From an optimization exercise on the open Yosys and OpenROAD flow, aimed at small area, a short achievable clock period and few clock cycles per item; shortcuts taken in it are not production practice.
RTL that was checked went through simulation tests only; none was proved equivalent to the original.
The RTL of runs 1 to 3 was laid out without a check of its function.
Power and IR drop assume default switching activity.

==> design/flow/constraint.sdc <==
create_clock -name core_clock -period 8.0 [get_ports {clk}]
set_input_delay 1.6000 -clock core_clock [delete_from_list [all_inputs] [get_ports {clk}]]
set_output_delay 1.6000 -clock core_clock [all_outputs]
set_load 0.01 [all_outputs]
==> design/flow/run.sh <==
#!/bin/bash
# synth_recipe.tcl (not shown) runs the flow's synth.tcl, then flattens the netlist and writes it again
# the make line also repeats each setting of config.mk as NAME=value (left out here)
make -C /OpenROAD-flow-scripts/flow DESIGN_CONFIG=/design/flow/config.mk WORK_HOME=/design/flow/orfs CLKGATE_MAP_FILE= SYNTH_SCRIPT=/design/flow/synth_recipe.tcl finish
==> design/flow/design.v <==
module uartty_core (
    input  wire        clk,
    input  wire        rst,
    input  wire [13:0] cfg_flags,
    input  wire [7:0]  cfg_erase_code,
    input  wire [7:0]  cfg_kill_code,
    input  wire [7:0]  cfg_werase_code,
    input  wire        ev_valid,
    input  wire [2:0]  ev_kind,
    input  wire [7:0]  ev_data,
    output wire        ev_ready,
    output wire        rsp_valid,
    output wire [1:0]  rsp_code,
    output wire [7:0]  rsp_data,
    output wire        rsp_txie,
    output wire        rsp_rd_ready,
    output wire        rsp_tx_full
);
    localparam [7:0] C_XON   = 8'h11;
    localparam [7:0] C_XOFF  = 8'h13;
    localparam [7:0] C_CR    = 8'h0D;
    localparam [7:0] C_NL    = 8'h0A;
    localparam [7:0] C_BS    = 8'h08;
    localparam [7:0] C_SP    = 8'h20;
    localparam [7:0] C_BEL   = 8'h07;
    localparam [7:0] C_CARET = 8'h5E;
    localparam [1:0] RES_OK    = 2'd0;
    localparam [1:0] RES_BYTE  = 2'd1;
    localparam [1:0] RES_FULL  = 2'd2;
    localparam [1:0] RES_EMPTY = 2'd3;
    function is_ctl(input [7:0] c);
        is_ctl = (c < 8'h20) || (c == 8'h7F);
    endfunction
    reg  [13:0] cfg_q;
    always @(posedge clk) cfg_q <= cfg_flags;
    wire cfg_canonical = cfg_q[0];
    wire cfg_echoe     = cfg_q[2];
    wire cfg_echok     = cfg_q[3];
    wire cfg_echoctl   = cfg_q[4];
    wire cfg_ocrnl     = cfg_q[10];
    wire cfg_onlcr     = cfg_q[11];
    wire cfg_bell      = cfg_q[13];
    reg [7:0] rx_mem [0:127];
    reg [6:0] rx_head, rx_tail;
    reg [6:0] rx_cnt;          
    reg [7:0] rx_hd;           
    reg [7:0] lc_byte;         
    reg [6:0] pl_start;        
    reg [7:0] pl_w;            
    reg [6:0] sp_cnt;          
    reg [7:0] tx_mem [0:63];
    reg [5:0] tx_head, tx_tail;
    reg [5:0] tx_cnt;          
    reg [7:0] tx_hd;           
    reg [7:0] backlog;         
    reg [1:0] es;              
    reg       txie, halt, plf;
    reg       rx_empty;        
    reg       rx_le125;        
    reg       rx_ne127;        
    reg       pl_empty;        
    reg       sp_nz;           
    reg       tx_full;         
    reg       tx_full2;        
    reg       tx_empty;        
    reg       rd_ready;        
    reg       a_valid;
    reg       o_xoff, o_xon, o_erase, o_kill, o_wer, o_ins;    
    reg       o_tx, o_rd, o_wr;
    reg [7:0] a_byte;          
    reg       a_nlc;           
    reg       a_rdset;         
    reg       a_need2;         
    reg       a_sp;            
    reg       a_wt2;           
    reg       a_echo;          
    reg       a_caret;         
    localparam [1:0] B_EXEC  = 2'd0;   
    localparam [1:0] B_ECHO2 = 2'd1;   
    localparam [1:0] B_WER1  = 2'd2;   
    localparam [1:0] B_WER2  = 2'd3;   
    reg [1:0] bs;
    reg [7:0] b_byte;          
    reg       b_echo, b_caret;
    reg       rdy;             
    reg       r_valid;
    reg [1:0] r_code;
    reg [7:0] r_data;
    reg       r_txie, r_rdr, r_txf;
    assign ev_ready     = rdy;
    assign rsp_valid    = r_valid;
    assign rsp_code     = r_code;
    assign rsp_data     = r_data;
    assign rsp_txie     = r_txie;
    assign rsp_rd_ready = r_rdr;
    assign rsp_tx_full  = r_txf;
    wire       in_rx   = ev_kind == 3'd1;
    wire [7:0] in_b1   = cfg_flags[9] ? {1'b0, ev_data[6:0]} : ev_data;    
    wire       in_b1cr = in_b1 == C_CR;
    wire       in_b1nl = in_b1 == C_NL;
    wire       map_nl  = cfg_flags[6] && in_b1cr;                 
    wire       map_cr  = !map_nl && cfg_flags[7] && in_b1nl;      
    wire [7:0] in_b    = map_nl ? C_NL : map_cr ? C_CR : in_b1;
    wire       in_nl   = map_nl || (!map_cr && in_b1nl);
    wire       in_ctl  = is_ctl(in_b1);    
    wire       in_xoff = cfg_flags[12] && ev_data == C_XOFF;
    wire       in_xon  = cfg_flags[12] && ev_data == C_XON;
    wire       in_ign  = cfg_flags[8] && in_b1cr;                 
    wire       in_canon = cfg_flags[0];
    function eq_b(input [7:0] code);
        eq_b = map_nl ? (code == C_NL) : map_cr ? (code == C_CR) : (in_b1 == code);
    endfunction
    wire in_eqe  = eq_b(cfg_erase_code) || eq_b(C_BS);
    wire in_eqk  = eq_b(cfg_kill_code);
    wire in_eqw  = eq_b(cfg_werase_code);
    wire in_edit = in_rx && !in_xoff && !in_xon && !in_ign && in_canon;
    wire st_exec = bs == B_EXEC;
    wire st_e2   = bs == B_ECHO2;
    wire st_w    = bs[1];
    wire st_w1   = bs == B_WER1;
    wire b_ex    = st_exec && a_valid;
    wire lc_sp   = lc_byte == C_SP;
    wire lc_wt2  = cfg_echoctl && is_ctl(lc_byte);
    wire bl_nz   = backlog != 8'd0;
    wire admit   = a_need2 ? rx_le125 : rx_ne127;
    wire f_ins   = b_ex && o_ins && admit;                
    wire bell    = b_ex && o_ins && !admit && cfg_bell;   
    wire er_ok   = b_ex && o_erase && !pl_empty;          
    wire kl      = b_ex && o_kill;                        
    wire wf      = b_ex && o_wer && !sp_nz;               
    wire ws      = b_ex && o_wer && sp_nz;                
    wire wl      = st_w && !sp_nz;                        
    wire wr1     = st_w && sp_nz && (st_w1 || !lc_sp);    
    wire wd      = st_w && sp_nz && !st_w1 && lc_sp;      
    wire w_done  = wl || wd;
    wire f_ret   = er_ok || ws || wr1;                    
    wire f_line  = kl || wf || wl;                        
    wire line_fl = kl ? cfg_echok : cfg_echoe;
    wire line_bl = f_line && line_fl && !pl_empty;        
    wire ea      = a_echo && (f_ins || ((er_ok || (wf && !pl_empty)) && !cfg_echoe) ||
                              (kl && !pl_empty && !cfg_echok));
    wire w_echo  = w_done && !cfg_echoe && b_echo;
    wire e2_next = (ea && a_caret) || (w_echo && b_caret);
    wire enq     = ea || bell || (b_ex && o_wr) || st_e2 || w_echo;
    wire t_ev    = b_ex && o_tx;
    wire t_halt  = t_ev && halt;
    wire t_plf   = t_ev && !halt && plf;
    wire t_go    = t_ev && !halt && !plf;
    wire t_bs1   = t_go && es == 2'd0 && bl_nz;
    wire t_sp    = t_go && es == 2'd2;
    wire t_bs2   = t_go && es == 2'd3;
    wire t_deq   = t_go && es == 2'd0 && !bl_nz && !tx_empty;
    wire t_none  = t_go && es == 2'd0 && !bl_nz && tx_empty;
    wire hd_cr   = tx_hd == C_CR;
    wire hd_nl   = tx_hd == C_NL;
    wire t_ocr   = t_deq && cfg_ocrnl && hd_cr;
    wire t_onl   = t_deq && !(cfg_ocrnl && hd_cr) && cfg_onlcr && hd_nl;
    wire rd_ok   = b_ex && o_rd && rd_ready;
    wire rd_emp  = b_ex && o_rd && !rd_ready;
    wire done    = (b_ex && !ws && !(ea && a_caret)) || st_e2 ||
                   (w_done && !(w_echo && b_caret));
    wire [1:0] n_bs = e2_next ? B_ECHO2 : (ws || wr1) ? (lc_sp ? B_WER1 : B_WER2) : B_EXEC;
    wire [6:0] rx_tail_m1 = rx_tail - 7'd1;
    wire [6:0] rx_tail_p1 = rx_tail + 7'd1;
    wire [6:0] rx_head_p1 = rx_head + 7'd1;
    wire [6:0] n_head     = rd_ok ? rx_head_p1 : rx_head;
    wire [6:0] n_head_p1  = rd_ok ? rx_head + 7'd2 : rx_head_p1;
    wire [6:0] n_tail     = f_ins ? rx_tail_p1 : f_ret ? rx_tail_m1 :
                            f_line ? pl_start : rx_tail;
    wire [6:0] n_tail_m2  = f_ins ? rx_tail_m1 : f_ret ? rx_tail - 7'd3 :
                            f_line ? pl_start - 7'd2 : rx_tail - 7'd2;
    wire [6:0] line_cnt   = pl_start - rx_head;
    wire [6:0] n_rx_cnt   = f_ins ? rx_cnt + 7'd1 : (f_ret || rd_ok) ? rx_cnt - 7'd1 :
                            f_line ? line_cnt : rx_cnt;
    wire [6:0] n_pl_start = (f_ins && a_nlc) ? rx_tail_p1 : pl_start;
    wire [7:0] n_pl_w     = f_ins ? (a_nlc ? 8'd0 : a_wt2 ? pl_w + 8'd2 : pl_w + 8'd1) :
                            f_ret ? (lc_wt2 ? pl_w - 8'd2 : pl_w - 8'd1) :
                            f_line ? 8'd0 : pl_w;
    wire [6:0] n_sp_cnt   = f_ins ? (a_nlc ? 7'd0 : a_sp ? sp_cnt + 7'd1 : sp_cnt) :
                            (f_ret && lc_sp) ? sp_cnt - 7'd1 :
                            f_line ? 7'd0 : sp_cnt;
    wire       ret_bl     = f_ret && cfg_echoe;
    wire [7:0] n_backlog  = ret_bl ? (lc_wt2 ? backlog + 8'd2 : backlog + 8'd1) :
                            line_bl ? backlog + pl_w :
                            t_bs1 ? backlog - 8'd1 : backlog;
    wire [1:0] n_es       = t_bs1 ? 2'd2 : t_sp ? 2'd3 : t_bs2 ? 2'd0 : es;
    wire       n_halt     = (b_ex && o_xoff) ? 1'b1 : (b_ex && o_xon) ? 1'b0 : halt;
    wire       n_plf      = t_plf ? 1'b0 : t_onl ? 1'b1 : plf;
    wire       txie_set   = enq || ret_bl || line_bl || (b_ex && o_xon);
    wire       txie_clr   = (b_ex && o_xoff) || t_halt || t_none;
    wire       n_txie     = txie_set ? 1'b1 : txie_clr ? 1'b0 : txie;
    wire       tx_we      = enq && !tx_full;
    wire [5:0] tx_tail_p1 = tx_tail + 6'd1;
    wire [5:0] tx_head_p1 = tx_head + 6'd1;
    wire [5:0] n_tx_head  = t_deq ? tx_head_p1 : tx_head;
    wire [5:0] n_tx_tail  = tx_we ? tx_tail_p1 : tx_tail;
    wire [5:0] n_tx_cnt   = tx_we ? tx_cnt + 6'd1 : t_deq ? tx_cnt - 6'd1 : tx_cnt;
    wire       f_dec      = f_ret || rd_ok;
    wire       rd_more    = cfg_canonical ? (rx_head_p1 != pl_start) : (rx_cnt != 7'd1);
    wire       n_rdr      = (f_ins && a_rdset) || (rd_ok ? rd_more : rd_ready);
    wire       n_rx_empty = f_ins ? 1'b0 : f_dec ? (rx_cnt == 7'd1) :
                            f_line ? (pl_start == rx_head) : rx_empty;
    wire       n_rx_le125 = f_ins ? (rx_cnt <= 7'd124) : f_dec ? rx_ne127 :
                            f_line ? (line_cnt <= 7'd125) : rx_le125;
    wire       n_rx_ne127 = f_ins ? (rx_cnt != 7'd126) : f_dec ? 1'b1 :
                            f_line ? (line_cnt != 7'd127) : rx_ne127;
    wire       n_pl_empty = f_ins ? a_nlc : f_ret ? (rx_tail_m1 == pl_start) :
                            f_line ? 1'b1 : pl_empty;
    wire       n_sp_nz    = f_ins ? (a_sp || (sp_nz && !a_nlc)) :
                            f_ret ? (lc_sp ? (sp_cnt != 7'd1) : sp_nz) :
                            f_line ? 1'b0 : sp_nz;
    wire       n_tx_full  = tx_we ? tx_full2 : (tx_full && !t_deq);
    wire       n_tx_full2 = tx_we ? (tx_cnt == 6'd61) : t_deq ? tx_full : tx_full2;
    wire       n_tx_empty = tx_we ? 1'b0 : t_deq ? (tx_cnt == 6'd1) : tx_empty;
    wire       t_byte     = t_plf || t_bs1 || t_sp || t_bs2 || t_deq;
    wire [1:0] n_code     = (t_byte || rd_ok) ? RES_BYTE :
                            rd_emp ? RES_EMPTY :
                            (b_ex && o_wr && tx_full) ? RES_FULL : RES_OK;
    wire [7:0] n_data     = rd_ok ? rx_hd :
                            (t_plf || t_ocr) ? C_NL :
                            (t_bs1 || t_bs2) ? C_BS :
                            t_sp ? C_SP :
                            t_onl ? C_CR : tx_hd;
    wire [7:0] enq_byte   = st_e2 ? (b_byte ^ 8'h40) :
                            st_w ? (b_caret ? C_CARET : b_byte) :
                            (o_ins && !admit) ? C_BEL :
                            a_caret ? C_CARET : a_byte;
    reg  [6:0] rx_raddr;
    wire [7:0] rx_rdata = rx_mem[rx_raddr];
    reg  [5:0] tx_raddr;       
    wire [7:0] tx_rdata = tx_mem[tx_raddr];
    wire       n_a_valid = rdy ? ev_valid : a_valid;
    wire       n_a_rd    = rdy ? (ev_kind == 3'd3) : o_rd;
    wire       n_rdy     = !n_a_valid || n_bs == B_EXEC;
    wire       n_sel_rd  = n_a_valid && n_a_rd && n_bs == B_EXEC;
    always @(posedge clk) begin
        rx_mem[rx_tail] <= a_byte;
        tx_mem[tx_tail] <= enq_byte;
    end
    always @(posedge clk) begin
        if (rx_empty)
            rx_hd <= a_byte;
        else if (rd_ok)
            rx_hd <= rx_rdata;
        if (f_ins)
            lc_byte <= a_byte;
        else if (f_ret)
            lc_byte <= rx_rdata;
        if (tx_empty)
            tx_hd <= enq_byte;
        else if (t_deq)
            tx_hd <= tx_rdata;
    end
    always @(posedge clk) begin
        if (rst) begin
            a_valid  <= 1'b0;
            rdy      <= 1'b1;
            bs       <= B_EXEC;
            r_valid  <= 1'b0;
            rx_head  <= 7'd0;
            rx_tail  <= 7'd0;
            rx_cnt   <= 7'd0;
            tx_cnt   <= 6'd0;
            pl_start <= 7'd0;
            pl_w     <= 8'd0;
            sp_cnt   <= 7'd0;
            tx_head  <= 6'd0;
            tx_tail  <= 6'd0;
            rx_empty <= 1'b1;
            rx_le125 <= 1'b1;
            rx_ne127 <= 1'b1;
            pl_empty <= 1'b1;
            sp_nz    <= 1'b0;
            tx_full  <= 1'b0;
            tx_full2 <= 1'b0;
            tx_empty <= 1'b1;
            rd_ready <= 1'b0;
            tx_raddr <= 6'd1;
            rx_raddr <= 7'd126;
            backlog  <= 8'd0;
            es       <= 2'd0;
            txie     <= 1'b0;
            halt     <= 1'b0;
            plf      <= 1'b0;
        end else begin
            a_valid  <= n_a_valid;
            rdy      <= n_rdy;
            bs       <= n_bs;
            r_valid  <= done;
            rx_head  <= n_head;
            rx_tail  <= n_tail;
            rx_cnt   <= n_rx_cnt;
            tx_cnt   <= n_tx_cnt;
            pl_start <= n_pl_start;
            pl_w     <= n_pl_w;
            sp_cnt   <= n_sp_cnt;
            tx_head  <= n_tx_head;
            tx_tail  <= n_tx_tail;
            rx_empty <= n_rx_empty;
            rx_le125 <= n_rx_le125;
            rx_ne127 <= n_rx_ne127;
            pl_empty <= n_pl_empty;
            sp_nz    <= n_sp_nz;
            tx_full  <= n_tx_full;
            tx_full2 <= n_tx_full2;
            tx_empty <= n_tx_empty;
            rd_ready <= n_rdr;
            tx_raddr <= t_deq ? tx_head + 6'd2 : tx_head_p1;
            rx_raddr <= n_sel_rd ? n_head_p1 : n_tail_m2;
            backlog  <= n_backlog;
            es       <= n_es;
            txie     <= n_txie;
            halt     <= n_halt;
            plf      <= n_plf;
        end
    end
    always @(posedge clk) begin
        if (rdy) begin
            o_xoff   <= in_rx && in_xoff;
            o_xon    <= in_rx && !in_xoff && in_xon;
            o_erase  <= in_edit && in_eqe;
            o_kill   <= in_edit && !in_eqe && in_eqk;
            o_wer    <= in_edit && !in_eqe && !in_eqk && in_eqw;
            o_ins    <= in_rx && !in_xoff && !in_xon && !in_ign &&
                        !(in_canon && (in_eqe || in_eqk || in_eqw));
            o_tx     <= ev_kind == 3'd2;
            o_rd     <= ev_kind == 3'd3;
            o_wr     <= ev_kind == 3'd4;
            a_byte   <= in_rx ? in_b : ev_data;
            a_nlc    <= in_canon && in_nl;
            a_rdset  <= in_nl || !in_canon;
            a_need2  <= in_canon && !in_nl;
            a_sp     <= in_b1 == C_SP;
            a_wt2    <= cfg_flags[4] && in_ctl;
            a_echo   <= cfg_flags[1] || (in_nl && cfg_flags[5]);      
            a_caret  <= in_rx && !in_nl && cfg_flags[1] && cfg_flags[4] && in_ctl;
        end
        if (b_ex) begin
            b_byte  <= a_byte;
            b_echo  <= a_echo;
            b_caret <= a_caret;
        end
        r_code  <= n_code;
        r_data  <= n_data;
        r_txie  <= n_txie;
        r_rdr   <= n_rdr;
        r_txf   <= n_tx_full;
    end
endmodule
==> design/flow/config.mk <==
export PLATFORM = sky130hd
export DESIGN_NAME = uartty_core
export DESIGN_NICKNAME = uartty_core
export VERILOG_FILES = /design/flow/design.v
export SDC_FILE = /design/flow/constraint.sdc
export NUM_CORES = 4
export LEC_CHECK = 0
export CAP_MARGIN = 20
export CORE_MARGIN = 2
export CORE_UTILIZATION = 60
export CTS_CLUSTER_DIAMETER = 100
export CTS_CLUSTER_SIZE = 30
export SETUP_SLACK_MARGIN = 5.0
export SLEW_MARGIN = 20
==> run_results.csv, run 1 <==
group,metric,value,unit
pwr,leakage,24.6,nW
sta,hold_viol,0,
synthesis,synthFlopType,"edfxtp_1",
routing,wl,170000,µm
synthesis,synth_cells,4087,
worst_hold_path,hold_class,"reg2reg",
routing,first_iter_violations,4385,
clock_tree,hold_buffers,0,
layout,layout-drive-gt1-share,18.9,%
synthesis,ys_warn_count,1,
clock_tree,numCtsBuffers,68,
layout,finalNonFillerCells,5684,
sta,relSlewSlack,23.7,%
worst_setup_path,crit_path_max_incr_delay,0.46,ns
layout,syn_to_final_growth,8.66,%
synthesis,ys_seq_elements,1715,
worst_setup_path,crit_type,"reg2reg",
synthesis,synth_top_cells_by_area,"edfxtp_1 68%, mux4_2 11%, dfxtp_1 3.5%",
sta,slew_viol_final,0,
place,io_buffers,66,
floorplanning,core_area,116000,µm²
layout,stdcell_area,76600,µm²
worst_setup_path,worst_path_dominant_cell_family,"compound AO/OA/AOI/OAI gates",
pwr,power.total,14.9,mW
pwr,powerDensity,195,nW/µm²
routing,viasPerCell,6.69,
sta,fin_tns_setup,0,ns
pwr,max-vdd-ir-drop,0.191,mV
routing,vias,38037,
layout,final_util,65.8,%
global_route,grt_pass1_wl,251000,µm
flow_run,max_cap_violations,0,
synthesis,syn-num-nets,4181,
place,gp_congestion,0.878,
sta,setup_viol,0,
clock_tree,cts_htree_levels,3,
routing,post-route-drc-count,0,
global_route,antenna_found_initial,3,
sta,whs,0.511,ns
synthesis,yosysTopAreaCellShare,67.9,%
place,postPlaceCellArea,72700,µm²
place,place_inst,5501,
layout,fill_cells,7905,
sta,finalCritPeriodShare,40.7,%
sta,fmax,307,MHz
synthesis,synth-seq-area-share,71.3,%
clock_tree,cts_root_buffer,"clkbuf_16",
routing,drtAntennaViolNets,0,
floorplanning,die_w,347,µm
global_route,track_usage,28.2,%
global_route,grt_pass1_vias,37908,
floorplanning,die_area,120000,µm²
worst_setup_path,arrival,3.81,ns
sta,finClkSkew,0.0343,ns
worst_setup_path,crit_path_end_kind,"flop",
synthesis,synth_cell_types,91,
worst_setup_path,worst_path_max_delay_cell,"edfxtp_1",
floorplanning,start_util,60.6,%
status,status,"finished clean",
clock_tree,clock_sinks,1715,
sta,timing.final.ws_setup,4.74,ns
synthesis,async_reset_ff_share,0,%
sta,worst_slew_pin_slew,1.15,ns
worst_setup_path,worst_ep_required_time,8.55,ns
sta,rsz0062_at_grt,"yes",
place,dp_slack,3.46,ns
synthesis,yosysTopAreaCell,"edfxtp_1",
synthesis,syn_area,70500,µm²
worst_setup_path,path_max_fanout,3,
floorplanning,rows,125,
global_route,grt_max_degree,100,
synthesis,synth-edff-count,1593,
routing,dr.pass1.iters,5,
clock_tree,clk_path_buf_depth,3,
synthesis,syn_avg_cell_area,17.2,µm²
sta,fin_crit,3.26,ns
global_route,overflow,0,
worst_setup_path,critPathBufInv,2,
clock_tree,path_clk_slew,0.11,ns
layout,final_nets,4224,
worst_setup_path,crit_chain,"nor4bb_4 -> buf_4 -> mux2i_4 -> nor3_4 -> buf_6 -> nand2_4 -> ha_4 -> a21oi_4 -> o211ai_1 -> o41ai_2 -> xnor2_1 -> a21oi_1 -> a211oi_1 -> a2111oi_0",
clock_tree,clkLatencyLatePin,0.69,ns
worst_setup_path,critical_path.startpoint_type,"flop",
place,dp_hpwl,104000,µm
routing,avgRoutedWirePerCell,30.0,µm
clock_tree,cts_tree,"yes",
floorplanning,ios,67,
floorplanning,die_height,347,µm
routing by layer:
layer | vias up | share of wire (%) | track usage, %
li1 | 16345 | - | -
met1 | 19894 | 40 | 39.9
met2 | 1564 | 50 | 47.0
met3 | 232 | 6.3 | 3.39
met4 | 2 | 2.8 | 8.02
met5 | - | 0.0076 | 0
synthesized netlist by cell type (all sizes together), types with 20 or more instances:
library cell     n
o22ai           35
ha              40
o21ai           76
dfxtp          122
nand4           26
edfxtp        1593
nand2b          21
a22oi           76
nand2          161
xor2            37
mux4           334
xnor2           58
and3            22
nand3           83
a21oi          122
nor2           349
a211oi          38
buf            116
clkbuf         129
nor3            59
mux2i          213
inv             47
or3             20
cell type report:
| cell class | instances | area [µm²] | area share (%) |
|---|---|---|---|
| sequential | 1715 | 50300 | 65.7 |
| multi-input combinational | 2082 | 19900 | 26.0 |
| timing repair buffer | 216 | 2280 | 2.98 |
| tap | 1524 | 1910 | 2.49 |
| clock buffer | 91 | 1850 | 2.42 |
| inverter | 47 | 195 | 0.255 |
| clock inverter | 6 | 103 | 0.134 |
| antenna | 3 | 7.51 | 0.00980 |
repair_timing:
item,4_1_cts,5_1_grt
setup endpoints to repair,355,177
gates resized for setup,201,102
cloned,10,3
pin swaps,30,34
setup buffers,36,34
worst paths after layout:
check,slack [ns],endpoint,cells past startpoint,startpoint
worst min-delay path,0.51,sp_cnt[6],2,sp_cnt[6]
worst max-delay path,4.74,backlog[7],14,o_kill
worst min register to register,0.51,sp_cnt[6],2,sp_cnt[6]
worst max register to register,4.74,backlog[7],14,o_kill
registers in the layout, indices dropped and copies added, names as in the netlist, 8 cells and up, named ones only:
register / flops
pl_w: 8
tx_mem: 512
tx_hd: 8
rx_hd: 8
lc_byte: 8
b_byte: 8
a_byte: 8
backlog: 8
rx_mem: 1024
r_data: 8
layout by cell type, fill, tap and decap left out, types with 14 or more instances in the layout:
cell,count
a22oi_1,71
clkbuf_16,73
dfxtp_1,107
o22ai_1,34
mux4_2,334
nand4_1,26
o211ai_1,16
o21ai_0,69
inv_1,43
xnor2_1,58
nor3_1,56
nand2b_1,19
and3_1,20
a21oi_1,113
ha_1,35
nand3_1,76
mux2i_1,197
xor2_1,37
nor2_1,310
dlygate4sd2_1,14
edfxtp_1,1593
nand2_1,153
or3_1,20
clkbuf_1,20
a211oi_1,34
buf_4,110
nor2b_1,15
clkdlybuf4s50_1,39
nor2_2,36
cells by family after synthesis:
group           share of synthesized area [%]
compound gates                           5.07
xor+xnor                                 1.18
fa+ha+maj                               0.767
buf+inv                                  1.79
flops                                    71.3
mux                                      13.9
simple gates                             5.94
report_power, final:
group	leakage (nW)	internal [mW]	switching [mW]
Sequential	15.4	9.84	0.0351
Clock	0.946	1.70	2.59
Combinational	8.26	0.256	0.503
Total	24.6	11.8	3.13
worst register-to-register path, delay by kind of cell, from the launching register on:
kind | cells | cell delay [ns]
compound gates | 6 | 1.20
simple gates | 3 | 0.55
flops | 1 | 0.46
buf+inv | 2 | 0.33
fa+ha+maj | 1 | 0.26
mux | 1 | 0.19
xor+xnor | 1 | 0.15
==> run 2: changes to the inputs <==
--- a/design/flow/design.v
+++ b/design/flow/design.v
@@ -164,24 +164,33 @@
     wire [6:0] rx_tail_p1 = rx_tail + 7'd1;
     wire [6:0] rx_head_p1 = rx_head + 7'd1;
-    wire [6:0] n_head     = rd_ok ? rx_head_p1 : rx_head;
-    wire [6:0] n_head_p1  = rd_ok ? rx_head + 7'd2 : rx_head_p1;
-    wire [6:0] n_tail     = f_ins ? rx_tail_p1 : f_ret ? rx_tail_m1 :
-                            f_line ? pl_start : rx_tail;
-    wire [6:0] n_tail_m2  = f_ins ? rx_tail_m1 : f_ret ? rx_tail - 7'd3 :
-                            f_line ? pl_start - 7'd2 : rx_tail - 7'd2;
-    wire [6:0] line_cnt   = pl_start - rx_head;
-    wire [6:0] n_rx_cnt   = f_ins ? rx_cnt + 7'd1 : (f_ret || rd_ok) ? rx_cnt - 7'd1 :
-                            f_line ? line_cnt : rx_cnt;
-    wire [6:0] n_pl_start = (f_ins && a_nlc) ? rx_tail_p1 : pl_start;
-    wire [7:0] n_pl_w     = f_ins ? (a_nlc ? 8'd0 : a_wt2 ? pl_w + 8'd2 : pl_w + 8'd1) :
-                            f_ret ? (lc_wt2 ? pl_w - 8'd2 : pl_w - 8'd1) :
-                            f_line ? 8'd0 : pl_w;
-    wire [6:0] n_sp_cnt   = f_ins ? (a_nlc ? 7'd0 : a_sp ? sp_cnt + 7'd1 : sp_cnt) :
-                            (f_ret && lc_sp) ? sp_cnt - 7'd1 :
-                            f_line ? 7'd0 : sp_cnt;
+    wire       f_dec      = f_ret || rd_ok;
+    wire       ins_grow   = f_ins && !a_nlc;
+    wire       pl_clear   = (f_ins && a_nlc) || f_line;
     wire       ret_bl     = f_ret && cfg_echoe;
-    wire [7:0] n_backlog  = ret_bl ? (lc_wt2 ? backlog + 8'd2 : backlog + 8'd1) :
-                            line_bl ? backlog + pl_w :
-                            t_bs1 ? backlog - 8'd1 : backlog;
+    wire [6:0] n_head     = ({7{rd_ok}} & rx_head_p1) | ({7{!rd_ok}} & rx_head);
+    wire [6:0] n_head_p1  = ({7{rd_ok}} & (rx_head + 7'd2)) | ({7{!rd_ok}} & rx_head_p1);
+    wire       t_hold     = !(f_ins || f_ret || f_line);
+    wire [6:0] n_tail     = ({7{f_ins}} & rx_tail_p1) | ({7{f_ret}} & rx_tail_m1) |
+                            ({7{f_line}} & pl_start) | ({7{t_hold}} & rx_tail);
+    wire [6:0] n_tail_m2  = ({7{f_ins}} & rx_tail_m1) | ({7{f_ret}} & (rx_tail - 7'd3)) |
+                            ({7{f_line}} & (pl_start - 7'd2)) | ({7{t_hold}} & (rx_tail - 7'd2));
+    wire [6:0] line_cnt   = pl_start - rx_head;
+    wire [6:0] n_rx_cnt   = ({7{f_ins}} & (rx_cnt + 7'd1)) | ({7{f_dec}} & (rx_cnt - 7'd1)) |
+                            ({7{f_line}} & line_cnt) |
+                            ({7{!(f_ins || f_dec || f_line)}} & rx_cnt);
+    wire [6:0] n_pl_start = ({7{f_ins && a_nlc}} & rx_tail_p1) | ({7{!(f_ins && a_nlc)}} & pl_start);
+    wire [7:0] n_pl_w     = ({8{ins_grow && a_wt2}} & (pl_w + 8'd2)) |
+                            ({8{ins_grow && !a_wt2}} & (pl_w + 8'd1)) |
+                            ({8{f_ret && lc_wt2}} & (pl_w - 8'd2)) |
+                            ({8{f_ret && !lc_wt2}} & (pl_w - 8'd1)) |
+                            ({8{!(ins_grow || f_ret || pl_clear)}} & pl_w);
+    wire [6:0] n_sp_cnt   = ({7{ins_grow && a_sp}} & (sp_cnt + 7'd1)) |
+                            ({7{f_ret && lc_sp}} & (sp_cnt - 7'd1)) |
+                            ({7{!((ins_grow && a_sp) || (f_ret && lc_sp) || pl_clear)}} & sp_cnt);
+    wire [7:0] n_backlog  = ({8{ret_bl && lc_wt2}} & (backlog + 8'd2)) |
+                            ({8{ret_bl && !lc_wt2}} & (backlog + 8'd1)) |
+                            ({8{line_bl}} & (backlog + pl_w)) |
+                            ({8{t_bs1}} & (backlog - 8'd1)) |
+                            ({8{!(ret_bl || line_bl || t_bs1)}} & backlog);
     wire [1:0] n_es       = t_bs1 ? 2'd2 : t_sp ? 2'd3 : t_bs2 ? 2'd0 : es;
     wire       n_halt     = (b_ex && o_xoff) ? 1'b1 : (b_ex && o_xon) ? 1'b0 : halt;
@@ -193,8 +202,8 @@
     wire [5:0] tx_tail_p1 = tx_tail + 6'd1;
     wire [5:0] tx_head_p1 = tx_head + 6'd1;
-    wire [5:0] n_tx_head  = t_deq ? tx_head_p1 : tx_head;
-    wire [5:0] n_tx_tail  = tx_we ? tx_tail_p1 : tx_tail;
-    wire [5:0] n_tx_cnt   = tx_we ? tx_cnt + 6'd1 : t_deq ? tx_cnt - 6'd1 : tx_cnt;
-    wire       f_dec      = f_ret || rd_ok;
+    wire [5:0] n_tx_head  = ({6{t_deq}} & tx_head_p1) | ({6{!t_deq}} & tx_head);
+    wire [5:0] n_tx_tail  = ({6{tx_we}} & tx_tail_p1) | ({6{!tx_we}} & tx_tail);
+    wire [5:0] n_tx_cnt   = ({6{tx_we}} & (tx_cnt + 6'd1)) | ({6{t_deq}} & (tx_cnt - 6'd1)) |
+                            ({6{!(tx_we || t_deq)}} & tx_cnt);
     wire       rd_more    = cfg_canonical ? (rx_head_p1 != pl_start) : (rx_cnt != 7'd1);
     wire       n_rdr      = (f_ins && a_rdset) || (rd_ok ? rd_more : rd_ready);
@@ -306,5 +315,5 @@
             tx_empty <= n_tx_empty;
             rd_ready <= n_rdr;
-            tx_raddr <= t_deq ? tx_head + 6'd2 : tx_head_p1;
+            tx_raddr <= ({6{t_deq}} & (tx_head + 6'd2)) | ({6{!t_deq}} & tx_head_p1);
             rx_raddr <= n_sel_rd ? n_head_p1 : n_tail_m2;
             backlog  <= n_backlog;
==> run_results.csv, run 2 <==
group,metric,value,unit
synthesis,ys_warn_count,1,
floorplanning,die_w,347,µm
clock_tree,cts_root_buffer,"clkbuf_16",
layout,stdcell_area,77800,µm²
worst_setup_path,path_max_fanout,7,
synthesis,synth_top_cells_by_area,"edfxtp_1 68%, mux4_2 13%, dfxtp_1 3.5%",
clock_tree,numCtsBuffers,69,
worst_setup_path,worst_ep_required_time,8.43,ns
synthesis,yosys.cell_count.top_type,"edfxtp_1",
synthesis,synth_cells,3981,
routing,first_iter_violations,5273,
synthesis,ys_seq_elements,1715,
clock_tree,cts_tree,"yes",
worst_setup_path,crit_path_end_kind,"flop",
floorplanning,core_area,116000,µm²
routing,viasPerCell,6.88,
pwr,leakage,24.5,nW
routing,post-route-drc-count,0,
clock_tree,cts_htree_levels,3,
place,dp_hpwl,105000,µm
worst_setup_path,crit_type,"reg2reg",
layout,largestRegisters,"rx_mem (1024), tx_mem (512)",
global_route,grt_pass1_wl,258000,µm
layout,diodes,0,
sta,fin_tns_setup,0,ns
synthesis,synth-seq-area-share,71.4,%
worst_setup_path,critical_path.startpoint_type,"flop",
layout,final_cell_mix,"1593 x edfxtp_1, 400 x mux4_2, 319 x nor2_1",
synthesis,synth-edff-count,1593,
sta,finClkSkew,0.0377,ns
routing,avgRoutedWirePerCell,31.9,µm
layout,final_nets,4189,
worst_setup_path,arrival,3.57,ns
global_route,track_usage,29.5,%
worst_setup_path,regToRegEndpoint,"lc_byte[2]",
sta,slew_viol_final,0,
synthesis,async_reset_ff_share,0,%
sta,relSlewSlack,29.9,%
routing,drtAntennaViolNets,0,
synthesis,yosysTopAreaCell,"edfxtp_1",
sta,fin_crit,3.14,ns
layout,final_util,66.8,%
pwr,powerDensity,191,nW/µm²
clock_tree,clk_path_buf_depth,3,
layout,multi_input_area,20000,µm²
global_route,grt_max_degree,114,
sta,worst_slew_pin_slew,1.05,ns
clock_tree,clock_sinks,1715,
layout,layout-drive-gt1-share,23.1,%
synthesis,syn-num-nets,4082,
clock_tree,hold_buffers,0,
synthesis,synth_cell_types,89,
flow_run,max_cap_violations,0,
floorplanning,rows,125,
sta,finalCritPeriodShare,39.3,%
routing,dr.pass1.iters,5,
floorplanning,die_height,347,µm
floorplanning,start_util,60.5,%
place,postPlaceCellArea,72700,µm²
layout,fill_cells,7718,
floorplanning,ios,67,
synthesis,synthFlopType,"edfxtp_1",
synthesis,syn_avg_cell_area,17.7,µm²
sta,rsz0062_at_grt,"yes",
worst_setup_path,cp-endpoint,"lc_byte[2]",
routing,vias,38743,
sta,hold_viol,0,
synthesis,yosys-top-cells-count,"1593 x edfxtp_1, 400 x mux4_2, 356 x nor2_1",
layout,top_register,"rx_mem",
layout,syn_to_final_growth,10.5,%
clock_tree,path_clk_slew,0.11,ns
global_route,antenna_found_initial,3,
worst_hold_path,hold_class,"reg2reg",
synthesis,syn_area,70400,µm²
clock_tree,clkLatencyLatePin,0.68,ns
routing,wl,180000,µm
place,gp_congestion,0.874,
sta,setup_viol,0,
worst_setup_path,rr_worst_depth,10,
floorplanning,die_area,120000,µm²
worst_hold_path,holdCritStartpoint,"sp_cnt[6]",
pwr,max-vdd-ir-drop,0.197,mV
worst_setup_path,reg2reg_slack,4.86,ns
worst_hold_path,whs_path_depth,2,
sta,fmax,318,MHz
global_route,grt_pass1_vias,37779,
synthesis,yosysTopAreaCellShare,67.9,%
status,status,"finished clean",
layout,largest_reg_flops,1024,
layout,mostFrequentLayoutCell,"edfxtp_1",
global_route,overflow,0,
layout,seqCellArea,50300,µm²
place,io_buffers,66,
## run 2: changes by cell type after synthesis, moves of 10 or more
| cell | delta |
|---|---|
| a21oi_1 | -25 |
| a22oi_1 | -45 |
| a311oi_1 | +18 |
| a31oi_1 | +12 |
| buf_1 | +13 |
| buf_2 | -23 |
| mux2_2 | +42 |
| mux2i_1 | -172 |
| mux4_2 | +66 |
| nand3_1 | -31 |
| o21ai_0 | +24 |
| o22ai_1 | +14 |
| xor2_1 | -10 |
## run 2: worst min path at each step
stage	slack, ns	end
after detailed placement	0.50	sp_cnt[6]
after CTS	0.52	sp_cnt[6]
final	0.51	sp_cnt[6]
after global routing	0.55	flop
after floorplan	0.42	r_data[0]
after global placement	0.48	flop
## run 2: cells by family (layout without fill, tap and decap cells)
kind of cell | Yosys count | after routing | synth area share (%)
buf+inv | 283 | 409 | 1.70
flops | 1715 | 1715 | 71.4
xor+xnor | 93 | 93 | 1.16
mux | 497 | 497 | 14.3
compound gates | 498 | 498 | 4.76
fa+ha+maj | 49 | 49 | 0.892
simple gates | 846 | 847 | 5.80
## run 2: per-layer routing
layer / track usage (%) / up-vias / wire [µm]
met5: 0 / - / 20
met4: 6.67 / 2 / 4260
met3: 4.04 / 207 / 15700
met2: 46.8 / 1972 / 86200
met1: 44.3 / 20387 / 73700
li1: - / 16175 / -
## run 2: through the flow
| stage | setup slack [ns] | power, mW | hold WS (ns) | instances |
|---|---|---|---|---|
| global route | 4.82 | 15.2 | 0.552 | 5632 |
| detailed placement | 3.51 | 10.6 | 0.500 | 5411 |
| global placement | 3.53 | 10.6 | 0.485 | 5411 |
| CTS | 4.76 | 14.9 | 0.516 | 5580 |
| floorplan | 4.72 | 10.4 | 0.418 | 3981 |
| finish | 4.86 | 14.8 | 0.514 | 5632 |
## run 2: what timing repair did
item | in CTS | in global routing
cloned | 28 | 13
pin swaps | 25 | 35
endpoints found under the setup margin | 385 | 311
resized for setup | 190 | 129
setup buffers | 50 | 38
## run 2: cell type report
type                            instances  area share (%)
Timing Repair inverter                  1         0.00644
Tap cell                             1524            2.45
Sequential cell                      1715            64.7
Clock buffer                           81            2.28
Inverter                               55           0.272
Clock inverter                         10           0.183
Timing Repair Buffer                  262            4.40
Multi-Input combinational cell       1984            25.7
## run 2: worst max-delay path, stage by stage, from the launching register on
cell and delay (ns):
dfxtp_4 0.43, buf_12 0.20, buf_12 0.15, buf_16 0.14, buf_4 0.14, mux4_2 0.50, a22o_1 0.23, a221oi_4 0.29
o22ai_1 0.14, or3_4 0.39, mux2_2 0.28
## run 2: where the power goes
group          leakage [nW]  internal, mW  total [mW]  switching, mW
sequential             15.5          9.83        9.86         0.0317
clock                 0.934          1.66        4.28           2.62
combinational          8.11         0.260       0.703          0.443
==> run 3: changes to the inputs <==
--- a/design/flow/design.v
+++ b/design/flow/design.v
@@ -44,6 +44,8 @@
     reg [6:0] rx_head, rx_tail;
     reg [6:0] rx_cnt;          
-    reg [7:0] rx_hd;           
-    reg [7:0] lc_byte;         
+    reg [7:0] rx_hm, rx_hb, lc_m, lc_a;
+    reg       rx_hsel, lc_sel;
+    wire [7:0] rx_hd   = rx_hsel ? rx_hb : rx_hm;
+    wire [7:0] lc_byte = lc_sel ? lc_a : lc_m;
     reg [6:0] pl_start;        
     reg [7:0] pl_w;            
@@ -52,5 +54,7 @@
     reg [5:0] tx_head, tx_tail;
     reg [5:0] tx_cnt;          
-    reg [7:0] tx_hd;           
+    reg [7:0] tx_hm, tx_hb;    
+    reg       tx_hsel;
+    wire [7:0] tx_hd   = tx_hsel ? tx_hb : tx_hm;
     reg [7:0] backlog;         
     reg [1:0] es;              
@@ -95,5 +99,5 @@
     assign rsp_rd_ready = r_rdr;
     assign rsp_tx_full  = r_txf;
-    wire       in_rx   = ev_kind == 3'd1;
+    wire       in_rx   = ev_valid && ev_kind == 3'd1;
     wire [7:0] in_b1   = cfg_flags[9] ? {1'b0, ev_data[6:0]} : ev_data;    
     wire       in_b1cr = in_b1 == C_CR;
@@ -115,9 +119,9 @@
     wire in_eqw  = eq_b(cfg_werase_code);
     wire in_edit = in_rx && !in_xoff && !in_xon && !in_ign && in_canon;
-    wire st_exec = bs == B_EXEC;
+    reg  st_exec;              
     wire st_e2   = bs == B_ECHO2;
     wire st_w    = bs[1];
     wire st_w1   = bs == B_WER1;
-    wire b_ex    = st_exec && a_valid;
+    wire b_ex    = st_exec;
     wire lc_sp   = lc_byte == C_SP;
     wire lc_wt2  = cfg_echoctl && is_ctl(lc_byte);
@@ -158,5 +162,5 @@
     wire rd_ok   = b_ex && o_rd && rd_ready;
     wire rd_emp  = b_ex && o_rd && !rd_ready;
-    wire done    = (b_ex && !ws && !(ea && a_caret)) || st_e2 ||
+    wire done    = (b_ex && a_valid && !ws && !(ea && a_caret)) || st_e2 ||
                    (w_done && !(w_echo && b_caret));
     wire [1:0] n_bs = e2_next ? B_ECHO2 : (ws || wr1) ? (lc_sp ? B_WER1 : B_WER2) : B_EXEC;
@@ -240,7 +244,7 @@
     wire [7:0] tx_rdata = tx_mem[tx_raddr];
     wire       n_a_valid = rdy ? ev_valid : a_valid;
-    wire       n_a_rd    = rdy ? (ev_kind == 3'd3) : o_rd;
+    wire       n_a_rd    = rdy ? (ev_valid && ev_kind == 3'd3) : o_rd;
     wire       n_rdy     = !n_a_valid || n_bs == B_EXEC;
-    wire       n_sel_rd  = n_a_valid && n_a_rd && n_bs == B_EXEC;
+    wire       n_sel_rd  = n_a_rd && n_bs == B_EXEC;
     always @(posedge clk) begin
         rx_mem[rx_tail] <= a_byte;
@@ -248,16 +252,16 @@
     end
     always @(posedge clk) begin
-        if (rx_empty)
-            rx_hd <= a_byte;
-        else if (rd_ok)
-            rx_hd <= rx_rdata;
-        if (f_ins)
-            lc_byte <= a_byte;
-        else if (f_ret)
-            lc_byte <= rx_rdata;
-        if (tx_empty)
-            tx_hd <= enq_byte;
-        else if (t_deq)
-            tx_hd <= tx_rdata;
+        if (rx_empty) rx_hb <= a_byte;
+        if (rd_ok)    rx_hm <= rx_rdata;
+        if (rx_empty)   rx_hsel <= 1'b1;
+        else if (rd_ok) rx_hsel <= 1'b0;
+        if (f_ins) lc_a <= a_byte;
+        if (f_ret) lc_m <= rx_rdata;
+        if (f_ins)      lc_sel <= 1'b1;
+        else if (f_ret) lc_sel <= 1'b0;
+        if (tx_empty) tx_hb <= enq_byte;
+        if (t_deq)    tx_hm <= tx_rdata;
+        if (tx_empty)   tx_hsel <= 1'b1;
+        else if (t_deq) tx_hsel <= 1'b0;
     end
     always @(posedge clk) begin
@@ -266,4 +270,5 @@
             rdy      <= 1'b1;
             bs       <= B_EXEC;
+            st_exec  <= 1'b1;
             r_valid  <= 1'b0;
             rx_head  <= 7'd0;
@@ -296,4 +301,5 @@
             rdy      <= n_rdy;
             bs       <= n_bs;
+            st_exec  <= n_bs == B_EXEC;
             r_valid  <= done;
             rx_head  <= n_head;
@@ -325,5 +331,15 @@
     end
     always @(posedge clk) begin
-        if (rdy) begin
+        if (rst) begin
+            o_xoff   <= 1'b0;
+            o_xon    <= 1'b0;
+            o_erase  <= 1'b0;
+            o_kill   <= 1'b0;
+            o_wer    <= 1'b0;
+            o_ins    <= 1'b0;
+            o_tx     <= 1'b0;
+            o_rd     <= 1'b0;
+            o_wr     <= 1'b0;
+        end else if (rdy) begin
             o_xoff   <= in_rx && in_xoff;
             o_xon    <= in_rx && !in_xoff && in_xon;
@@ -333,7 +349,11 @@
             o_ins    <= in_rx && !in_xoff && !in_xon && !in_ign &&
                         !(in_canon && (in_eqe || in_eqk || in_eqw));
-            o_tx     <= ev_kind == 3'd2;
-            o_rd     <= ev_kind == 3'd3;
-            o_wr     <= ev_kind == 3'd4;
+            o_tx     <= ev_valid && ev_kind == 3'd2;
+            o_rd     <= ev_valid && ev_kind == 3'd3;
+            o_wr     <= ev_valid && ev_kind == 3'd4;
+        end
+    end
+    always @(posedge clk) begin
+        if (rdy) begin
             a_byte   <= in_rx ? in_b : ev_data;
             a_nlc    <= in_canon && in_nl;
==> run_results.csv, run 3 <==
group,metric,value,unit
status,status,"finished clean",
synthesis,syn_area,71100,µm²
global_route,busiest_layer,"met2",
synthesis,synth-seq-area-share,71.8,%
synthesis,ys_warn_count,1,
floorplanning,start_util,60.3,%
layout,final_cell_mix,"1609 x edfxtp_1, 496 x mux4_2, 266 x nor2_1",
sta,relSlewSlack,26.4,%
clock_tree,clkLatencyLatePin,0.69,ns
place,postPlaceCellArea,73300,µm²
clock_tree,cts_tree,"yes",
worst_setup_path,reg2reg_slack,4.93,ns
sta,timing.final.ws_setup,4.93,ns
sta,fin_tns_setup,0,ns
routing,drtAntennaViolNets,0,
sta,rsz0062_at_grt,"yes",
routing,post-route-drc-count,0,
worst_setup_path,crit_type,"reg2reg",
worst_setup_path,crit_path_end_kind,"flop",
layout,final_util,65.4,%
flow_run,max_cap_violations,0,
floorplanning,rows,126,
worst_setup_path,arrival,3.40,ns
sta,finalCritPeriodShare,38.4,%
global_route,grt_max_degree,105,
synthesis,syn-num-nets,3888,
floorplanning,die_height,348,µm
sta,fin_crit,3.07,ns
sta,hold_viol,0,
clock_tree,clk_path_buf_depth,3,
clock_tree,path_clk_slew,0.11,ns
sta,slew_viol_final,0,
layout,syn_to_final_growth,8.44,%
global_route,grt_pass1_wl,248000,µm
synthesis,async_reset_ff_share,0,%
layout,fill_cells,7758,
layout,largest_reg_flops,1024,
clock_tree,hold_buffers,0,
sta,fmax,326,MHz
worst_setup_path,path_max_fanout,13,
synthesis,synth_cell_types,90,
place,io_buffers,66,
place,gp_congestion,0.860,
routing,dr.pass1.iters,6,
sta,setup_viol,0,
floorplanning,die_w,348,µm
synthesis,ys_seq_elements,1743,
global_route,gr-usage-met1,42.3,%
worst_setup_path,rr_worst_depth,4,
pwr,power.total,15.1,mW
place,dp_hpwl,101000,µm
synthesis,yosysTopAreaCell,"edfxtp_1",
layout,largestRegisters,"rx_mem (1024), tx_mem (512)",
worst_setup_path,r2r-start,"rx_tail[3]",
place,dp_slack,3.35,ns
layout,multi_input_area,19500,µm²
floorplanning,ios,67,
sta,finClkSkew,0.0335,ns
routing,vias,36685,
pwr,leakage,24.1,nW
synthesis,yosys-top-cells-count,"1609 x edfxtp_1, 496 x mux4_2, 305 x nor2_1",
floorplanning,core_area,118000,µm²
routing,first_iter_violations,4319,
global_route,overflow,0,
synthesis,synth_cells,3786,
pwr,powerDensity,197,nW/µm²
worst_setup_path,worst_ep_required_time,8.33,ns
worst_hold_path,hold_class,"reg2reg",
global_route,antenna_found_initial,1,
global_route,grtUsageMet2,44.6,%
sta,worst_slew_pin_slew,1.10,ns
synthesis,synthFlopType,"edfxtp_1",
sta,whs,0.494,ns
synthesis,syn_avg_cell_area,18.8,µm²
floorplanning,die_area,121000,µm²
synthesis,yosysTopAreaCellShare,68.0,%
synthesis,yosys.cell_count.top_type,"edfxtp_1",
global_route,grt_pass1_vias,36526,
pwr,max-vdd-ir-drop,0.172,mV
layout,stdcell_area,77100,µm²
routing,avgRoutedWirePerCell,31.2,µm
synthesis,synth_top_cells_by_area,"edfxtp_1 68%, mux4_2 16%, dfxtp_1 3.8%",
routing,wl,168000,µm
synthesis,synth-edff-count,1609,
worst_setup_path,regToRegEndpoint,"rx_mem[25][4]",
layout,final_nets,3931,
layout,top_register,"rx_mem",
worst_hold_path,whs_path_depth,1,
layout,layout-drive-gt1-share,21.7,%
global_route,track_usage,28.1,%
clock_tree,clock_sinks,1743,
global_route,grt_util_met3,4.06,%
worst_hold_path,holdCritStartpoint,"sp_cnt[6]",
layout,mostFrequentLayoutCell,"edfxtp_1",
place,place_inst,5227,
worst_hold_path,holdPathEnd,"sp_cnt[6]",
worst_setup_path,critical_path.startpoint_type,"flop",
clock_tree,cts_htree_levels,3,
layout,finalNonFillerCells,5401,
routing,viasPerCell,6.79,
layout,diodes,0,
clock_tree,cts_root_buffer,"clkbuf_16",
clock_tree,numCtsBuffers,69,
layout,seqCellArea,51000,µm²
==> run 3: worst max-delay path by stage <==
stage	start	end	slack, ns	cells after the start
final	rx_tail[3]	rx_mem[25][4]	4.93	4
after global routing	rx_tail[3]	rx_mem[10][3]	4.90	4
after CTS	flop	rx_hm[3]	4.95	8
after detailed placement	ev_data[7]	o_wer	3.35	8
after global placement	ev_data[7]	o_wer	3.36	8
after floorplan	ev_data[2]	o_wer	4.54	8
==> run 3: critical path, cell delays in order, from the launching register on <==
cell and delay (ns):
dfxtp_1 0.69, buf_4 0.33, nor2b_2 0.47, nand2_1 0.48, nor2_2 0.71
==> run 3: logic make-up after synthesis <==
kind of cell | Yosys count | synth area share [%]
DFF | 1743 | 71.8
buffers and inverters | 270 | 1.59
and+or+nand+nor | 715 | 4.77
adders and majority gates | 50 | 0.901
AOI/OAI and AO/OA | 378 | 3.53
muxes | 532 | 16.2
xor gates and xnor gates | 98 | 1.21
==> run 3: layer usage <==
layer	routed length, µm	part of all wire [%]	vias up
met2	80500	48	1684
met4	4400	2.6	0
met1	70200	42	19371
met3	13400	8.0	247
li1	-	-	15383
met5	0	0	-
==> run 3: what timing repair did <==
action                                  in CTS  in global routing
pin swaps                                   11                 13
gates resized for setup                    172                 53
setup buffers                               40                 10
gates cloned                                16                  1
endpoints found under the setup margin     344                182
==> run 3: layout make-up <==
class / instances / share of cell area, %
Sequential cell: 1743 / 66.2
Tap cell: 1536 / 2.49
Multi-Input combinational cell: 1773 / 25.4
Inverter: 52 / 0.260
Timing Repair Buffer: 190 / 3.05
Clock inverter: 8 / 0.148
Clock buffer: 99 / 2.47
==> run 3: power breakdown <==
| part | switching, mW | internal, mW |
|---|---|---|
| combinational | 0.452 | 0.295 |
| sequential | 0.0340 | 9.98 |
| clock | 2.67 | 1.71 |
==> run 4: changes to the inputs <==
--- a/design/flow/design.v
+++ b/design/flow/design.v
@@ -43,5 +43,5 @@
     reg [7:0] rx_mem [0:127];
     reg [6:0] rx_head, rx_tail;
-    reg [6:0] rx_cnt;          
+    wire [6:0] rx_cnt;         
     reg [7:0] rx_hm, rx_hb, lc_m, lc_a;
     reg       rx_hsel, lc_sel;
@@ -53,5 +53,5 @@
     reg [7:0] tx_mem [0:63];
     reg [5:0] tx_head, tx_tail;
-    reg [5:0] tx_cnt;          
+    wire [5:0] tx_cnt;         
     reg [7:0] tx_hm, tx_hb;    
     reg       tx_hsel;
@@ -165,4 +165,6 @@
                    (w_done && !(w_echo && b_caret));
     wire [1:0] n_bs = e2_next ? B_ECHO2 : (ws || wr1) ? (lc_sp ? B_WER1 : B_WER2) : B_EXEC;
+    assign     rx_cnt     = rx_tail - rx_head;
+    assign     tx_cnt     = tx_tail - tx_head;
     wire [6:0] rx_tail_m1 = rx_tail - 7'd1;
     wire [6:0] rx_tail_p1 = rx_tail + 7'd1;
@@ -180,7 +182,4 @@
                             ({7{f_line}} & (pl_start - 7'd2)) | ({7{t_hold}} & (rx_tail - 7'd2));
     wire [6:0] line_cnt   = pl_start - rx_head;
-    wire [6:0] n_rx_cnt   = ({7{f_ins}} & (rx_cnt + 7'd1)) | ({7{f_dec}} & (rx_cnt - 7'd1)) |
-                            ({7{f_line}} & line_cnt) |
-                            ({7{!(f_ins || f_dec || f_line)}} & rx_cnt);
     wire [6:0] n_pl_start = ({7{f_ins && a_nlc}} & rx_tail_p1) | ({7{!(f_ins && a_nlc)}} & pl_start);
     wire [7:0] n_pl_w     = ({8{ins_grow && a_wt2}} & (pl_w + 8'd2)) |
@@ -208,6 +207,4 @@
     wire [5:0] n_tx_head  = ({6{t_deq}} & tx_head_p1) | ({6{!t_deq}} & tx_head);
     wire [5:0] n_tx_tail  = ({6{tx_we}} & tx_tail_p1) | ({6{!tx_we}} & tx_tail);
-    wire [5:0] n_tx_cnt   = ({6{tx_we}} & (tx_cnt + 6'd1)) | ({6{t_deq}} & (tx_cnt - 6'd1)) |
-                            ({6{!(tx_we || t_deq)}} & tx_cnt);
     wire       rd_more    = cfg_canonical ? (rx_head_p1 != pl_start) : (rx_cnt != 7'd1);
     wire       n_rdr      = (f_ins && a_rdset) || (rd_ok ? rd_more : rd_ready);
@@ -274,6 +271,4 @@
             rx_head  <= 7'd0;
             rx_tail  <= 7'd0;
-            rx_cnt   <= 7'd0;
-            tx_cnt   <= 6'd0;
             pl_start <= 7'd0;
             pl_w     <= 8'd0;
@@ -305,6 +300,4 @@
             rx_head  <= n_head;
             rx_tail  <= n_tail;
-            rx_cnt   <= n_rx_cnt;
-            tx_cnt   <= n_tx_cnt;
             pl_start <= n_pl_start;
             pl_w     <= n_pl_w;
--- a/design/flow/config.mk
+++ b/design/flow/config.mk
@@ -8,5 +8,5 @@
 export CAP_MARGIN = 20
 export CORE_MARGIN = 2
-export CORE_UTILIZATION = 60
+export CORE_UTILIZATION = 65
 export CTS_CLUSTER_DIAMETER = 100
 export CTS_CLUSTER_SIZE = 30
==> run_results.csv, run 4 <==
group,metric,value,unit
clock_tree,clk_path_buf_depth,3,
global_route,overflow,0,
global_route,antenna_found_initial,3,
worst_hold_path,hold_class,"reg2reg",
synthesis,synth-seq-area-share,72.0,%
worst_setup_path,worst_path_dominant_cell_family,"simple AND/OR/NAND/NOR gates",
worst_hold_path,holdPathEnd,"o_xon",
clock_tree,numCtsBuffers,68,
sta,fin_crit,3.14,ns
floorplanning,ios,67,
routing,top_layer_used,"met5",
worst_setup_path,r2r-start,"rx_tail[4]",
synthesis,synth_cell_types,83,
pwr,seqPwrFrac,64.8,%
synthesis,synth-edff-count,1609,
global_route,grt_pass1_vias,35642,
sta,finClkSkew,0.0338,ns
routing,dr_wl_met2,75700,µm
worst_hold_path,holdCritStartpoint,"o_xon",
layout,largest_reg_flops,1024,
worst_setup_path,critPathMostFrequentCell,"nor2_1",
worst_setup_path,reg2reg_slack,4.86,ns
worst_hold_path,whs_path_depth,2,
pwr,switching_share,21.8,%
clock_tree,clkLatencyLatePin,0.68,ns
pwr,clock_power_share,27.5,%
place,gp_congestion,0.917,
worst_setup_path,worst_path_max_delay_cell,"nor2_1",
synthesis,yosys-top-cells-count,"1609 x edfxtp_1, 456 x mux4_2, 316 x nor2_1",
sta,setup_viol,0,
sta,worst_slew_pin_slew,1.06,ns
routing,dr_wl_met3,15100,µm
floorplanning,rows,120,
sta,finalCritPeriodShare,39.2,%
pwr,internal-power,12.1,mW
sta,fmax,319,MHz
synthesis,yosysTopAreaCell,"edfxtp_1",
synthesis,ys_warn_count,1,
global_route,track_usage,29.3,%
routing,wl,161000,µm
synthesis,synth_cells,3777,
worst_setup_path,critPathBufInv,0,
worst_setup_path,crit_path_max_incr_delay,0.78,ns
sta,rsz0062_at_grt,"yes",
pwr,max-vdd-ir-drop,0.267,mV
synthesis,async_reset_ff_share,0,%
floorplanning,die_w,333,µm
layout,largestRegisters,"rx_mem (1024), tx_mem (512)",
pwr,p_sw,3.37,mW
sta,slew_viol_final,0,
clock_tree,cts_root_buffer,"clkbuf_16",
routing,avgRoutedWirePerCell,30.7,µm
floorplanning,die_area,111000,µm²
routing,vias,36174,
routing,dr.pass1.iters,6,
synthesis,yosys.cell_count.top_type,"edfxtp_1",
status,status,"finished clean",
routing,first_iter_violations,4789,
global_route,grt_max_degree,98,
global_route,grt_pass1_wl,237000,µm
worst_setup_path,crit_chain,"nor2_1 -> nand3_1 -> nor2_1",
floorplanning,die_height,333,µm
clock_tree,path_clk_slew,0.12,ns
layout,layout-drive-gt1-share,19.9,%
clock_tree,cts_htree_levels,3,
layout,syn_to_final_growth,7.52,%
place,dp_hpwl,98800,µm
worst_setup_path,regToRegEndpoint,"rx_mem[72][6]",
pwr,powerDensity,204,nW/µm²
sta,fin_tns_setup,0,ns
clock_tree,clock_sinks,1730,
synthesis,yosysTopAreaCellShare,68.6,%
pwr,combPwrFrac,7.7,%
synthesis,syn_avg_cell_area,18.7,µm²
flow_run,max_cap_violations,0,
clock_tree,cts_tree,"yes",
worst_setup_path,path_max_fanout,16,
worst_setup_path,crit_path_end_kind,"flop",
layout,final_cell_mix,"1609 x edfxtp_1, 456 x mux4_2, 284 x nor2_1",
floorplanning,core_area,107000,µm²
sta,hold_viol,0,
place,io_buffers,66,
floorplanning,start_util,65.6,%
worst_setup_path,critical_path.startpoint_type,"flop",
routing,wl_met1,66800,µm
sta,relSlewSlack,29.1,%
synthesis,syn-num-nets,3884,
routing,post-route-drc-count,0,
layout,top_register,"rx_mem",
synthesis,ys_seq_elements,1730,
layout,mostFrequentLayoutCell,"edfxtp_1",
synthesis,synth_top_cells_by_area,"edfxtp_1 69%, mux4_2 15%, dfxtp_1 3.4%",
worst_setup_path,arrival,3.43,ns
synthesis,synthFlopType,"edfxtp_1",
synthesis,syn_area,70500,µm²
layout,final_nets,3921,
layout,fill_cells,6545,
pwr,power.total,15.4,mW
worst_setup_path,worst_ep_required_time,8.30,ns
routing,drtAntennaViolNets,0,
routing,viasPerCell,6.90,
worst_setup_path,crit_type,"reg2reg",
pwr,leakage,23.8,nW
worst_setup_path,rr_worst_depth,3,
[run 4: changes by cell type after synthesis, sizes merged, moves of 10 or more]
cell,previous run,this run
a211oi,21,68
a21oi,94,79
buf,85,73
dfxtp,134,121
mux2i,32,65
mux4,496,456
nand2,135,114
nor2,305,316
nor2b,26,47
o2111ai,1,12
o21ai,82,71
o221ai,4,14
xnor2,45,63
xor2,53,35
[run 4: kinds of logic after synthesis]
group	Yosys count	share of synthesized area, %
AO/OA/AOI/OAI	392	3.80
adder cells (fa/ha/maj)	55	1.02
flip-flops	1730	72.0
XOR/XNOR	98	1.22
multiplexers	529	15.6
AND/OR/NAND/NOR	705	4.79
buffers and inverters	268	1.53
[run 4: layout make-up]
class / instances / area (µm²) / area share [%]
repair buffers: 175 / 2010 / 2.65
flip-flops and latches: 1730 / 50800 / 67.0
well taps: 1403 / 1760 / 2.32
clock inverters: 4 / 57.6 / 0.0760
clock buffers: 92 / 1860 / 2.45
multi-input cells: 1779 / 19100 / 25.2
inverters: 60 / 233 / 0.307
diodes: 1 / 2.50 / 0.00330
[run 4: worst min-delay path, delay by kind of cell (launching register included)]
| kind | cells | cell delay [ns] |
|---|---|---|
| simple gates | 1 | 0.07 |
| flops | 1 | 0.35 |
| compound gates | 1 | 0.05 |
[run 4: metrics by stage]
step | utilization, % | instance area (µm²) | hold slack, ns | cells | setup slack, ns
floorplan | - | 70500 | 0.443 | 3777 | 4.50
global placement | 67.7 | 72600 | 0.478 | 5101 | 3.69
detailed placement | 67.7 | 72600 | 0.474 | 5101 | 3.70
CTS | 70.2 | 75400 | 0.505 | 5231 | 4.83
global route | 70.6 | 75800 | 0.524 | 5243 | 4.84
finish | 70.6 | 75800 | 0.509 | 5244 | 4.86
[run 4: repair_timing]
item / 4_1_cts / 5_1_grt
buffers inserted: 29 / 10
pin swaps: 13 / 11
hold buffers: 0 / 0
cloned: 5 / 2
setup endpoints to repair: 201 / 261
gates resized for setup: 120 / 69
[run 4: layer usage]
| layer | up-vias | GRT usage (%) |
|---|---|---|
| li1 | 15320 | - |
| met1 | 18867 | 45.3 |
| met2 | 1782 | 44.6 |
| met3 | 203 | 5.35 |
| met4 | 2 | 6.60 |
| met5 | - | 0 |
[run 4: power groups by stage]
| stage | sequential, mW | clock, mW | combinational, mW |
|---|---|---|---|
| after floorplan | 10.2 | 0 | 0.650 |
| after global placement | 10.2 | 0 | 1.05 |
| after detailed placement | 10.2 | 0 | 1.07 |
| after CTS | 10.0 | 4.31 | 1.16 |
| after global routing | 10.0 | 4.58 | 1.25 |
| final | 10.0 | 4.25 | 1.19 |
[run 4: worst max-delay path by stage]
stage	cells past startpoint	from	end
after global placement	8	ev_data[3]	o_wer
final	3	rx_tail[4]	rx_mem[72][6]
after CTS	4	rx_tail[6]	rx_mem[112][5]
after global routing	3	rx_tail[4]	rx_mem[77][5]
after detailed placement	8	ev_data[6]	o_wer
after floorplan	8	ev_data[6]	o_wer
Testbench counts of run 4, summed over its fixed seeds: cycles 24,270, events 24,000.
==> run 5: changes to the inputs <==
--- a/design/flow/config.mk
+++ b/design/flow/config.mk
@@ -8,5 +8,5 @@
 export CAP_MARGIN = 20
 export CORE_MARGIN = 2
-export CORE_UTILIZATION = 65
+export CORE_UTILIZATION = 60
 export CTS_CLUSTER_DIAMETER = 100
 export CTS_CLUSTER_SIZE = 30
==> run_results.csv, run 5 <==
group,metric,value,unit
worst_setup_path,arrival,3.54,ns
global_route,antenna_found_initial,2,
worst_setup_path,critPathMostFrequentCell,"nor4_4",
layout,seqCellArea,50800,µm²
synthesis,ys_seq_elements,1730,
worst_setup_path,worst_ep_required_time,8.59,ns
floorplanning,rows,125,
routing,wl,165000,µm
layout,finalNonFillerCells,5370,
layout,multi_input_area,19000,µm²
layout,top_register,"rx_mem",
floorplanning,start_util,60.6,%
routing,post-route-drc-count,0,
pwr,leakage,23.8,nW
clock_tree,clkLatencyLatePin,0.70,ns
sta,setup_viol,0,
sta,worst_slew_pin_slew,1.09,ns
layout,mostFrequentLayoutCell,"edfxtp_1",
worst_setup_path,worst_path_max_delay_cell,"or3b_4",
synthesis,synthFlopType,"edfxtp_1",
routing,dr.pass1.iters,6,
status,status,"finished clean",
place,gp_congestion,0.885,
worst_setup_path,crit_type,"in2reg",
worst_setup_path,path_max_fanout,10,
sta,finalCritPeriodShare,36.9,%
routing,vias,36360,
synthesis,synth-seq-area-share,72.0,%
synthesis,synth_cells,3777,
routing,viasPerCell,6.77,
synthesis,ys_warn_count,1,
floorplanning,die_w,347,µm
floorplanning,die_height,347,µm
clock_tree,path_clk_slew,0.11,ns
place,dp_hpwl,101000,µm
synthesis,syn_area,70500,µm²
sta,whs,0.513,ns
worst_setup_path,crit_path_end_kind,"flop",
worst_setup_path,worst_path_dominant_cell_family,"simple AND/OR/NAND/NOR gates",
synthesis,yosysTopAreaCellShare,68.6,%
routing,dr_wl_met2,77800,µm
sta,hold_viol,0,
routing,avgRoutedWirePerCell,30.8,µm
clock_tree,clock_sinks,1730,
global_route,track_usage,27.7,%
layout,final_cell_mix,"1609 x edfxtp_1, 456 x mux4_2, 290 x nor2_1",
synthesis,yosys-top-cells-count,"1609 x edfxtp_1, 456 x mux4_2, 316 x nor2_1",
floorplanning,core_area,116000,µm²
sta,slew_viol_final,0,
worst_hold_path,hold_class,"reg2reg",
synthesis,syn-num-nets,3884,
synthesis,syn_avg_cell_area,18.7,µm²
layout,layout-drive-gt1-share,20.2,%
global_route,overflow,0,
layout,largest_reg_flops,1024,
synthesis,synth_top_cells_by_area,"edfxtp_1 69%, mux4_2 15%, dfxtp_1 3.4%",
clock_tree,numCtsBuffers,68,
worst_setup_path,critPathBufInv,2,
place,place_inst,5224,
layout,fill_cells,7856,
synthesis,synth-edff-count,1609,
global_route,grt_pass1_vias,35867,
clock_tree,hold_buffers,0,
worst_setup_path,crit_chain,"buf_6 -> or3b_4 -> buf_4 -> nor4_4 -> mux2i_1 -> o21a_1 -> nor4_4 -> nor2_1 -> a32o_1",
place,dp_slack,3.64,ns
worst_setup_path,critical_path.startpoint_type,"input port",
synthesis,yosysTopAreaCell,"edfxtp_1",
routing,wl_met1,69400,µm
worst_hold_path,holdCritStartpoint,"o_xon",
place,io_buffers,66,
sta,fin_crit,2.96,ns
sta,finClkSkew,0.0318,ns
routing,top_layer_used,"met4",
worst_setup_path,crit_path_start,"ev_data[6]",
floorplanning,ios,67,
clock_tree,cts_root_buffer,"clkbuf_16",
sta,relSlewSlack,27.1,%
sta,rsz0062_at_grt,"yes",
layout,stdcell_area,75900,µm²
layout,largestRegisters,"rx_mem (1024), tx_mem (512)",
routing,first_iter_violations,4573,
layout,final_nets,3931,
routing,drtAntennaViolNets,0,
sta,fmax,338,MHz
global_route,grt_pass1_wl,244000,µm
place,postPlaceCellArea,72800,µm²
sta,timing.final.ws_setup,5.04,ns
layout,diodes,0,
pwr,max-vdd-ir-drop,0.238,mV
floorplanning,die_area,120000,µm²
worst_setup_path,crit_path_max_incr_delay,0.41,ns
clock_tree,cts_htree_levels,3,
synthesis,async_reset_ff_share,0,%
clock_tree,clk_path_buf_depth,3,
routing,dr_wl_met3,14700,µm
synthesis,synth_cell_types,83,
sta,fin_tns_setup,0,ns
global_route,grt_max_degree,108,
clock_tree,cts_tree,"yes",
layout,syn_to_final_growth,7.68,%
pwr,powerDensity,204,nW/µm²
flow_run,max_cap_violations,0,
synthesis,yosys.cell_count.top_type,"edfxtp_1",
==> run 5: cell type report <==
type | instances | share of cell area [%]
clock buffer | 86 | 2.46
clock inverter | 6 | 0.117
inverter | 60 | 0.307
multi-input combinational | 1780 | 25.1
sequential | 1730 | 66.9
tap | 1524 | 2.51
timing repair buffer | 184 | 2.59
==> run 5: worst reg2reg max path: cells and delay by family, from the launching register on <==
kind | cells | cell delay, ns
mux | 3 | 1.42
buf+inv | 2 | 0.65
flops | 1 | 0.38
compound gates | 1 | 0.23
==> run 5: path summary, 6_finish.rpt <==
path | end | slack, ns | cells past startpoint
worst min-delay path | o_xon | 0.51 | 2
worst min register to register | o_xon | 0.51 | 2
worst max-delay path | o_wer | 5.04 | 9
worst max register to register | lc_m[0] | 5.06 | 6
==> run 5: stage by stage <==
| stage | utilization, % | total power [mW] |
|---|---|---|
| after CTS | 64.9 | 15.5 |
| after floorplan | - | 10.9 |
| after detailed placement | 62.6 | 11.3 |
| final | 65.2 | 15.5 |
| after global placement | 62.6 | 11.3 |
| after global routing | 65.2 | 15.9 |
==> run 5: timing repair <==
action / 4_1_cts / 5_1_grt
setup buffers: 30 / 15
endpoints found under the setup margin: 283 / 361
gates cloned: 7 / 0
pin swaps: 15 / 14
resized for setup: 112 / 69
==> run 5: metal layers <==
| metal | vias up | global-route usage, % |
|---|---|---|
| met2 | 1729 | 42.5 |
| met5 | - | 0 |
| met3 | 194 | 4.72 |
| li1 | 15309 | - |
| met1 | 19128 | 42.8 |
| met4 | 0 | 5.66 |
==> run 5: where the power goes <==
part           internal (mW)  switching (mW)  leakage (nW)  total [mW]
clock                   1.69            2.63         0.951        4.32
combinational          0.447           0.709          7.28        1.16
sequential              9.95          0.0433          15.6        9.99
==> run 5: cells by family after synthesis <==
family | share of synthesized area, %
buffers and inverters | 1.53
adders and majority gates | 1.02
DFF | 72.0
and+or+nand+nor | 4.79
muxes | 15.6
AOI/OAI and AO/OA | 3.80
xor gates and xnor gates | 1.22

Re-timed with assumed drivers on the ports (clkbuf_16 on the clock, buf_2 on other inputs), run 5 has 4.984 ns of setup slack against 5.044 ns with ideal ports, and 4.319 ns once port delays also move by the mid clock arrival of 0.766 ns.
